Source: an optimization exercise on an open RTL-to-GDS flow (aim: small area). Production flows keep margins and buffers that such runs may drop. In this exercise RTL edits were held to simulation tests only and were not proved equivalent to the original.

==> flow/design.v (excerpt) <==
module upid_codec (
    input  wire         clk,
    input  wire         rst,        
    input  wire         req_valid,
    input  wire [3:0]   op,
    input  wire [4:0]   in_idx,
    input  wire [207:0] in_b,
    input  wire [7:0]   in_len,
    input  wire [127:0] in_val,
    input  wire [19:0]  in_pfx,
    input  wire [63:0]  in_ts,
    input  wire [63:0]  in_rnd,
    input  wire [3:0]   in_ver,
    output reg          resp_valid,
    output wire [2:0]   status,
    output wire [4:0]   out_idx,
    output wire [207:0] out_b,
    output wire [7:0]   out_len,
    output wire [127:0] out_val,
    output wire [19:0]  out_pfx,
    output wire [39:0]  out_ts,
    output wire [63:0]  out_rnd,
    output wire [3:0]   out_ver
);
    wire [3:0]   c_code;
    wire [127:0] c_w;
    upid_core u_core (
        .op(op), .in_idx(in_idx), .in_b(in_b), .in_len(in_len), .in_val(in_val),
        .in_pfx(in_pfx), .in_ts(in_ts), .in_rnd(in_rnd), .in_ver(in_ver),
        .code(c_code), .w(c_w)
    );
    reg [3:0]   code_r;
    reg [127:0] w_n;    
    wire [127:0] w_r = ~w_n;
    always @(posedge clk) begin
        if (rst) resp_valid <= 1'b0;
        else     resp_valid <= req_valid;
    end
    always @(posedge clk) begin
        code_r <= c_code;
        w_n  <= ~c_w;
    end
    wire ok = ~code_r[3];
    wire e_symenc = ok & (code_r[2:0] == 3'd0);
    wire e_symdec = ok & (code_r[2:0] == 3'd1);
    wire e_val    = ok & (code_r[2:0] == 3'd2);
    wire e_unpack = ok & (code_r[2:0] == 3'd3);
    wire e_totext = ok & (code_r[2:0] == 3'd4);
    wire e_tobyte = ok & (code_r[2:0] == 3'd5);
    wire e_pfxenc = ok & (code_r[2:0] == 3'd6);
    wire e_pfxdec = ok & (code_r[2:0] == 3'd7);
    assign status  = {3{code_r[3]}} & code_r[2:0];
    assign out_idx = {5{e_symdec}} & w_r[127:123];
    assign out_val = {128{e_val}} & w_r;
    assign out_ts  = {40{e_unpack}} & w_r[127:88];
  ...
Size in the first run: ~130 flip-flops, roughly 990 I/O pins, roughly 0.013 mm2 of cells after synthesis.
export LEC_CHECK = 0
export CAP_MARGIN = 5
export CORE_AREA = 5 5 295 295
export DIE_AREA = 0 0 300 300
export SLEW_MARGIN = 5
create_clock -name core_clock -period 5.0 [get_ports {clk}]
standard.sh (not shown) runs the stock make flow with config.mk's settings and CLKGATE_MAP_FILE= SYNTH_SCRIPT=/design/flow/synth_recipe.tcl, a recipe that flattens the netlist after the stock synthesis.
==> flow/flow/run.sh <==
#!/bin/bash
# Layout flow: the standard ORFS flow with these changes:
#  - synthesis skips Yosys's extract_fa and maps with flow/abc_area.script
#    (flow/synth.tcl); the registers are the standard synthesis's;
#  - the port buffers are made from the smallest buffer cell;
#  - the clock tree is built from clkbuf_8 cells, without dummy loads.
# make's full output goes to flow.log; ORFS keeps each step's log under orfs/logs.
set -euo pipefail
bash standard.sh \
  "SYNTH_SCRIPT=$PWD/flow/synth.tcl" \
  "BUFFER_PORTS_ARGS=-buffer_cell sky130_fd_sc_hd__buf_1" \
  "CTS_ARGS=-sink_clustering_enable -repair_clock_nets -dont_use_dummy_load -buf_list sky130_fd_sc_hd__clkbuf_8" \
  finish > flow.log 2>&1
==> flow/flow/abc_area.script <==
&get -n
&st
&dch
&nf
&put
==> flow/flow/synth.tcl <==
proc synth {args} { yosys synth -nofsm -noshare {*}$args }
proc extract_fa {args} { puts "extract_fa skipped" }
# Map the logic with flow/abc_area.script (one &dch/&nf pass, no ABC
# buffering or sizing; the placer's resizer sizes the cells).
set ::flow_dir [file dirname [file normalize [info script]]]
proc abc {args} {
  set i [lsearch $args -script]
  lset args [expr {$i + 1}] $::flow_dir/abc_area.script
  yosys abc {*}$args
}
source $::env(SCRIPTS_DIR)/synth.tcl
# left out here: clear keep_hierarchy, flatten, clean up, hide names made inside functions, write 1_2_yosys.v
Then changed:
--- a/flow/design.v
+++ b/flow/design.v
@@ -68,31 +68,31 @@
     wire op_pack   = (op == 4'd2);
     wire op_unpack = (op == 4'd3);
     wire op_totext = (op == 4'd4);
     wire op_ftext  = (op == 4'd5);
     wire op_pfxenc = (op == 4'd6);
     wire op_pfxdec = (op == 4'd7);
     wire op_tobyte = (op == 4'd8);
     wire op_fbyte  = (op == 4'd9);
     wire s_val = op_unpack | op_totext | op_tobyte;
     wire s_dec = op_ftext | op_symdec | op_pfxenc;
     wire [19:0] fillw = {{5{fill[0]}}, {5{fill[1]}}, {5{fill[2]}}, {5{fill[3]}}} & {20{op_pfxenc}};
-    wire [127:0] w_common = ({128{s_val}}     & in_val)
-                          | ({128{op_pack}}   & w_pack)
-                          | ({128{s_dec}}     & dbits[129:2])
-                          | ({128{op_fbyte}}  & w_fb);
+    wire [127:0] w_common = (in_val        | {128{~s_val}})
+                          & (w_pack        | {128{~op_pack}})
+                          & (dbits[129:2]  | {{20{1'b0}}, {108{~s_dec}}}
+                                           | {fillw | {20{~s_dec}}, 108'd0})
+                          & (w_fb          | {128{~op_fbyte}});
     assign w[107:0]   = w_common[107:0];
     assign w[127:108] = w_common[127:108]
-                      | fillw
-                      | ({20{op_pfxdec}} & in_pfx)
-                      | ({20{op_symenc}} & {in_idx, 15'd0});
+                      & (in_pfx            | {20{~op_pfxdec}})
+                      & ({in_idx, 15'h7fff} | {20{~op_symenc}});
     wire len26 = (in_len == 8'd26);
     wire len16 = (in_len == 8'd16);
     wire pe_long = (in_len > 8'd4);
     wire [3:0] pe_bad = ~dv[3:0] & ~fill;
     reg [2:0] st;
     always @* begin
         case (op)
             4'd0, 4'd3, 4'd4, 4'd7, 4'd8: st = 3'd0;
             4'd1: st = dv[0] ? 3'd0 : 3'd1;
             4'd2: st = (in_ts[63:40] != 24'd0) ? 3'd4 : 3'd0;
             4'd5: st = !len26 ? 3'd2 : (!(&dv) || dbits[1:0] != 2'b00) ? 3'd1 : 3'd0;
@@ -136,31 +136,32 @@
     output wire [39:0]  out_ts,
     output wire [63:0]  out_rnd,
     output wire [3:0]   out_ver
 );
     wire [3:0]   c_code;
     wire [127:0] c_w;
     upid_core u_core (
         .op(op), .in_idx(in_idx), .in_b(in_b), .in_len(in_len), .in_val(in_val),
         .in_pfx(in_pfx), .in_ts(in_ts), .in_rnd(in_rnd), .in_ver(in_ver),
         .code(c_code), .w(c_w)
     );
-    reg [3:0]   code_r;
+    reg [3:0]   code_n;     
+    wire [3:0]  code_r = ~code_n;
     reg [127:0] w_n;    
     wire [127:0] w_r = ~w_n;
     always @(posedge clk) begin
         if (rst) resp_valid <= 1'b0;
         else     resp_valid <= req_valid;
     end
     always @(posedge clk) begin
-        code_r <= c_code;
+        code_n <= ~c_code;
         w_n  <= ~c_w;
     end
     wire ok = ~code_r[3];
     wire e_symenc = ok & (code_r[2:0] == 3'd0);
     wire e_symdec = ok & (code_r[2:0] == 3'd1);
     wire e_val    = ok & (code_r[2:0] == 3'd2);
     wire e_unpack = ok & (code_r[2:0] == 3'd3);
     wire e_totext = ok & (code_r[2:0] == 3'd4);
     wire e_tobyte = ok & (code_r[2:0] == 3'd5);
     wire e_pfxenc = ok & (code_r[2:0] == 3'd6);
     wire e_pfxdec = ok & (code_r[2:0] == 3'd7);
Effect: Design area shrinks by 0.73%. Setup slack gets worse by 200 ps. Core utilization shrinks by 0.16 points. Worst hold slack is about the same. Global-route usage shrinks by 0.71 points.

## separate check: timing with driven ports
In the flow no input, the clock included, has a driving cell. The finished layouts below were timed again as built, in two steps. Step 1 (the two cells are an assumption about what drives the block):
set clk [get_ports {clk}]
set_driving_cell -lib_cell sky130_fd_sc_hd__clkbuf_16 $clk
set_driving_cell -lib_cell sky130_fd_sc_hd__buf_2 [delete_from_list [all_inputs] $clk]
Step 2 moves the port delays by t, midway between the first and last clock arrival at a register: inputs arrive t later, outputs are due t later. That takes back most of the time a late clock gives input paths. a / b / c = ideal ports / drivers / drivers and shift; a / b = the first two.
| run | t, ns | slack for setup (ns) | hold slack, ns | slew at the worst register clock pin (ns) |
|---|---|---|---|---|
| the first run | 0.605 | 0.607 / 0.542 / 0.549 | 0.605 / 0.574 / 1.179 | 0.09 / 0.09 |
| the second run | 0.595 | 0.410 / 0.354 / -0.075 | 0.604 / 0.577 / 1.172 | 0.10 / 0.10 |
With both steps, setup timing fails in the second run, where it was met with ideal ports. The setup slack of the second run, which loses most, moves by -0.056 ns with the drivers and by -0.485 ns with both steps.
